Source: an optimization exercise on an open RTL-to-GDS flow (aim: small area). Production flows keep margins and buffers that such runs may drop. In this exercise RTL edits were held to simulation tests only and were not proved equivalent to the original. No activity file was given, so power comes from the tool's default toggle rates.

===== design/flow/design.v =====
module kfcu (
    input  wire        clk,
    input  wire        rst,
    input  wire        cmd_valid,
    input  wire [3:0]  cmd_op,
    input  wire [15:0] cmd_arg,
    output wire        cmd_ready,
    output wire        rsp_valid,
    output wire [1:0]  rsp_err,
    output wire [15:0] rsp_data
);
    localparam [3:0] OP_NOP      = 4'h0;
    localparam [3:0] OP_INS_ENC  = 4'h1;
    localparam [3:0] OP_INS_DEC  = 4'h2;
    localparam [3:0] OP_MUTE_ENC = 4'h3;
    localparam [3:0] OP_MUTE_DEC = 4'h4;
    localparam [3:0] OP_CK_CLR   = 4'h5;
    localparam [3:0] OP_CK_ADD   = 4'h6;
    localparam [3:0] OP_CK_REC   = 4'h7;
    localparam [3:0] OP_CK_RD    = 4'h8;
    localparam [3:0] OP_CK_STAT  = 4'h9;
    localparam [1:0] ST_OK      = 2'd0;
    localparam [1:0] ST_ILLEGAL = 2'd1;
    localparam [1:0] ST_RANGE   = 2'd2;
    localparam [1:0] ST_OVERRUN = 2'd3;
    localparam [6:0] REC_LEN  = 7'd103;
    localparam [7:0] CK_CONST = 8'hA5;
    reg [6:0]  acc;
    reg [6:0]  pos;
    reg [7:0]  stored;
    reg        svalid;
    reg [1:0]  last_err;
    reg [15:0] dout;
    reg        rvalid;
    localparam [6:0] CK_OFS = CK_CONST[6:0];
    reg [6:0]  acc_n;
    reg [6:0]  pos_n;
    reg [7:0]  stored_n;
    reg        svalid_n;
    reg [1:0]  err_n;
    reg [15:0] data_n;
    wire [7:0] arg_hi = cmd_arg[15:8];
    wire [7:0] arg_lo = cmd_arg[7:0];
    always @(*) begin
        acc_n    = acc;
        pos_n    = pos;
        stored_n = stored;
        svalid_n = svalid;
        err_n    = ST_OK;
        data_n   = 16'h0000;
        case (cmd_op)
            OP_NOP: begin
                if (cmd_arg != 16'h0000)
                    err_n = ST_RANGE;
            end
            OP_INS_ENC: begin
                if (cmd_arg[15:9] != 7'd0)
                    err_n = ST_RANGE;
                else
                    data_n = {6'd0, cmd_arg[8:7], 1'b0, cmd_arg[6:0]};
            end
            OP_INS_DEC: begin
                if (arg_hi > 8'd3 || arg_lo > 8'd127)
                    err_n = ST_RANGE;
                else
                    data_n = {7'd0, arg_hi[1:0], arg_lo[6:0]};
            end
            OP_MUTE_ENC: begin
                if (cmd_arg[15:4] != 12'd0)
                    err_n = ST_RANGE;
                else
                    data_n = {12'd0, cmd_arg[3:0]};
            end
            OP_MUTE_DEC: begin
                if (arg_hi != 8'd0 || arg_lo[7:4] != 4'd0)
                    err_n = ST_RANGE;
                else
                    data_n = {12'd0, arg_lo[3:0]};
            end
            OP_CK_CLR: begin
                if (cmd_arg != 16'h0000) begin
                    err_n = ST_RANGE;
                end else begin
                    acc_n    = 7'd0;
                    pos_n    = 7'd0;
                    stored_n = 8'h00;
                    svalid_n = 1'b0;
                    data_n   = {9'd0, CK_OFS};
                end
            end
            OP_CK_ADD: begin
                if (arg_hi != 8'd0) begin
                    err_n = ST_RANGE;
                end else begin
                    acc_n  = acc + arg_lo[6:0];
                    data_n = {9'd0, acc_n + CK_OFS};
                end
            end
            OP_CK_REC: begin
                if (arg_hi != 8'd0) begin
                    err_n = ST_RANGE;
                end else if (pos == REC_LEN) begin
                    err_n = ST_OVERRUN;
                end else begin
                    if (pos == 7'd0) begin
                        stored_n = arg_lo;
                        svalid_n = 1'b1;
                    end else begin
                        acc_n = acc + arg_lo[6:0];
                    end
                    pos_n  = pos + 7'd1;
                    data_n = {9'd0, acc_n + CK_OFS};
                end
            end
            OP_CK_RD: begin
                if (cmd_arg != 16'h0000)
                    err_n = ST_RANGE;
                else
                    data_n = {9'd0, acc + CK_OFS};
            end
            OP_CK_STAT: begin
                if (cmd_arg != 16'h0000)
                    err_n = ST_RANGE;
                else
                    data_n = {stored, svalid, pos};
            end
            default: begin
                err_n = ST_ILLEGAL;
            end
        endcase
        if (err_n != ST_OK) begin
            acc_n    = acc;
            pos_n    = pos;
            stored_n = stored;
            svalid_n = svalid;
            data_n   = 16'h0000;
        end
    end
    always @(posedge clk) begin
        if (rst) begin
            acc      <= 7'd0;
            pos      <= 7'd0;
            stored   <= 8'h00;
            svalid   <= 1'b0;
            last_err <= ST_OK;
            dout     <= 16'h0000;
            rvalid   <= 1'b0;
        end else if (cmd_valid) begin
            acc      <= acc_n;
            pos      <= pos_n;
            stored   <= stored_n;
            svalid   <= svalid_n;
            last_err <= err_n;
            dout     <= data_n;
            rvalid   <= 1'b1;
        end else begin
            rvalid   <= 1'b0;
        end
    end
    assign cmd_ready = 1'b1;
    assign rsp_valid = rvalid;
    assign rsp_err   = last_err;
    assign rsp_data  = dout;
endmodule

===== design/flow/run.sh =====
#!/bin/bash
# synth_recipe.tcl (not shown) runs the flow's synth.tcl, then flattens the netlist and writes it again
# the make line also repeats each setting of config.mk as NAME=value (left out here)
make -C /OpenROAD-flow-scripts/flow DESIGN_CONFIG=/design/flow/config.mk WORK_HOME=/design/flow/orfs CLKGATE_MAP_FILE= SYNTH_SCRIPT=/design/flow/synth_recipe.tcl finish

===== design/flow/config.mk =====
export PLATFORM = sky130hd
export DESIGN_NAME = kfcu
export DESIGN_NICKNAME = kfcu
export VERILOG_FILES = /design/flow/design.v
export SDC_FILE = /design/flow/constraint.sdc
export NUM_CORES = 4
export LEC_CHECK = 0
export CAP_MARGIN = 20
export CORE_MARGIN = 2
export CORE_UTILIZATION = 40
export PLACE_DENSITY = 0.6
export SLEW_MARGIN = 20

===== design/flow/constraint.sdc =====
create_clock -name core_clock -period 6.0 [get_ports {clk}]
set_input_delay 1.2000 -clock core_clock [delete_from_list [all_inputs] [get_ports {clk}]]
set_output_delay 1.2000 -clock core_clock [all_outputs]
set_load 0.01 [all_outputs]

==> results list <==
- Post-Route WL: between 8000 and 9000 µm
- Die W: between 90 and 100 µm
- After clock tree synthesis, the clock-pin slew on the worst setup and hold paths is 90 ps.
- Routed length on met3: 522 µm
* Post-route setup TNS: 0 ps
* Final max-slew violation count: 0
- Of all cell types, the one taking the most synthesized area is dfxtp_1.
- Number of synthesized flops with an enable pin: 0
- Fmax: 238.5 MHz
- By startpoint and endpoint, the worst setup path is classified as in2reg.
- Number of global-route vias before repair: 2795
* Max-capacitance violation count: 0
- Total number of vias: between 2000 and 3000
- The number of failing hold endpoints at the final stage is 0.
- Clock Skews: about 5.5 ps
* Run status: finished clean
- Antenna violations before repair: 0
- CTS hold repair buffers: 0
- CTS Buffer Depth: 2
* Num ports: 43
* Number of placement rows: 32
- Die Ht: 92.27 µm
- The worst setup path is launched from an input port.
- Timing analysis after detailed placement gives a worst setup slack of 1585 ps.
* Final core utilization: between 40% and 50%
- Number of buffers created by CTS: 5
- Area growth from synthesis to layout: 15.05%
* H-Tree Level Count: 2
- Gates resized during post-CTS repair numbered 0.
- The first detailed-routing pass took 5 iterations.
- At the worst endpoint, the required time is 6230 ps.
- Top cell types by occurrence after synthesis: nor2_1 (54), dfxtp_1 (42), a21oi_1 (32)
- Post-synthesis average cell area: 8.224 µm²
- After technology mapping, the gate count stands at 379.
* Worst Path Arrival: around 4400 ps
- Share of final-layout standard cells stronger than drive strength 1: between 8 and 9%
* Largest net degree at the start of global routing: 25
- For this design the static power due to leakage is 1.177 nW.
- The worst setup path is captured at a flop.
- Summed over all layers, the global routing overflow is 0.
- Area share of the largest cell type after synthesis: a little over a quarter
- Signal routing reaches up to met4.
- For this run, design rule violations remaining after detail routing come to 0.
- The wire-length estimate of the detail-placed layout is 6492 µm.
* Post-route cell area: between 0.003 and 0.004 mm²
- Setup repair after global routing left no endpoint under its margin.
- Cell Pwr Density: 157.1 mW/mm²
- Die ar.: 0.008514 mm²
- Synthesized Nets: 414
* GR Util All Layers: a little over a fifth
- Flop-to-flop setup slack: between 2000 and 3000 ps
- Largest driver fanout on the critical path: 15
- Async set-or-reset flop fraction in the synthesized netlist: 0%
- In the routed layout, each cell is associated on average with a via count of 5.827.
- Number of nets at the end of the flow: 442
- Dividing the detail-routed wire length by the instance count gives around 17 µm.
- Detailed routing placed a total of 4110 µm of wire on met2.
- Path type of the worst min-delay path: reg2reg
* Port buffer count: 41
- Clock root buffer: clkbuf_8
* Core Region: 0.007647 mm²
* Final estimated routing congestion in global placement: 0.8616
- Setup-violating endpoint count in the final report: 0
- Total of flip-flops plus latches after synthesis: between 40 and 50
- TritonCTS clock tree: done
- Area post-placement: 0.003493 mm²
- Clock tree sinks: 42
* Most used DFF post-synth: dfxtp_1
- Once the floorplan was initialized, standard cells occupied 40.76% of the core.
* Number of distinct library cells after synthesis: 74
- Fraction of the yosys area taken by sequential cells: a little over a quarter
- Detailed router's first-iteration violation count: 255
- Across the VDD grid, the largest voltage drop is just over 0.08 mV.
- For the worst-skew pair, the clock arrives at the later sink with an insertion delay of 300 ps.
- Cell with the most instances after synthesis: nor2_1
* Final period util: between 60% and 70%
- Headroom to the max-slew limit: 30.76%
- Dominant cells by area after synthesis: dfxtp_1 (27%), nor2_1 (6.5%), a21oi_1 (5.1%)
- Slew at the pin with the worst max-slew slack: between 1000 and 1500 ps
- Remaining number of nets flagged by the antenna check after routing: 0
- Tmin final: 4192 ps
* Summed instance area of the synthesized netlist: slightly above 0.003 mm²
- Metal1 wirelength: 3985 µm
- Worst Setup Slack, final: 1808 ps
- Final antenna diode count: 0
- Post-CTS timing repair inserted 0 buffers for setup.
- Wire length of the first global-routing pass: 14280 µm
* Yosys Warn Count: 1
[flip-flops by register name, summed over array words and instances, names as in the netlist]
register and cells:
pos 7, dout 16, last_err 2, stored 8
rvalid 1, svalid 1, acc 7
[layer usage]
layer	up-vias	track usage, %
met2	92	35.29
met1	1406	27.73
li1	1460	-
met4	0	5.597
met3	14	4.026
met5	-	0
[through the flow]
step / instances / hold WS [ps] / total power, W
floorplan: 379 / 447.6 / 0.0003449
global placement: 502 / 441.9 / 0.0003751
detailed placement: 502 / 443.7 / 0.0003754
CTS: 510 / 457.3 / 0.0005692
global route: 510 / 480.9 / 0.0005912
finish: 510 / 451.5 / 0.0005635
[power by group]
part / leakage, nW / switching (W) / internal, W / total, W
clock: 0.0408 / 0.000111 / 0.0000834 / 0.000194
combinational: 0.798 / 0.0000534 / 0.0000350 / 0.0000885
sequential: 0.339 / 0.000000878 / 0.000280 / 0.000281
total: 1.18 / 0.000165 / 0.000399 / 0.000564
[layout make-up]
class	instances	area (µm²)
clock buffers	5	68.82
clock inverters	3	23.77
fillers	760	4061
inverters	6	22.52
multi-input cells	309	2077
flip-flops and latches	42	840.8
well taps	102	127.6
repair buffers	43	425.4
[logic make-up after synthesis]
logic type / share of synthesized area (%)
xor+xnor: 4.215
other cells: 0.1203
compound gates: 26.74
simple gates: 27.50
flops: 26.98
buf+inv: 6.383
mux: 3.011
fa+ha+maj: 5.058
[cells in the final DEF, fill, tap and decap left out, types with 6 or more instances in the layout]
| cell | instances |
|---|---|
| o21ai_0 | 8 |
| a22oi_1 | 17 |
| clkdlybuf4s50_1 | 41 |
| mux2i_1 | 6 |
| nor2b_1 | 7 |
| ha_1 | 11 |
| inv_1 | 6 |
| a21o_1 | 6 |
| nand2_1 | 27 |
| dfxtp_1 | 42 |
| nor2_1 | 54 |
| nor3_1 | 11 |
| a21oi_1 | 32 |
| a211oi_1 | 8 |
| nand3_1 | 13 |
| xnor2_1 | 11 |
[critical path, stage by stage]
cell	delay, ps
clkdlybuf4s50_1	540
or4_4	610
nand4bb_4	310
nor4_2	450
and2_0	750
a221oi_1	220
o221a_2	190
nor3_1	150
[final timing paths]
kind                                              end             startpoint  depth (start not counted)
worst min register to register  dout[12]$_SDFFE_PP0P_  dout[12]$_SDFFE_PP0P_                          2
worst min-delay path            dout[12]$_SDFFE_PP0P_  dout[12]$_SDFFE_PP0P_                          2
worst max-delay path             dout[5]$_SDFFE_PP0P_             cmd_arg[5]                          8
worst max register to register   dout[6]$_SDFFE_PP0P_    pos[1]$_SDFFE_PP0P_                         10

## afterwards: timing with drivers on the ports
No port has a modelled driver above. Below, the same layout with a new extraction and two added sets of constraints. Step 1 sets driving cells, clkbuf_16 on the clock port and buf_2 on the other inputs (assumed; they add their load-dependent delay and slew). Step 2 moves the port delays by t, midway between the first and last clock arrival at a register: inputs arrive t later, outputs are due t later. That takes back most of the time a late clock gives input paths. Slacks: ideal / step 1 / step 2; pairs: ideal / step 1.
shift t [ns]: 0.327
setup WS [ns]: 1.808 / 1.817 / 1.490
latest minus earliest clock arrival (ns): 0.006 / 0.006
After both steps setup and hold are still met in this run. The setup slack of this run moves by +0.009 ns with the drivers and by -0.318 ns with both steps.
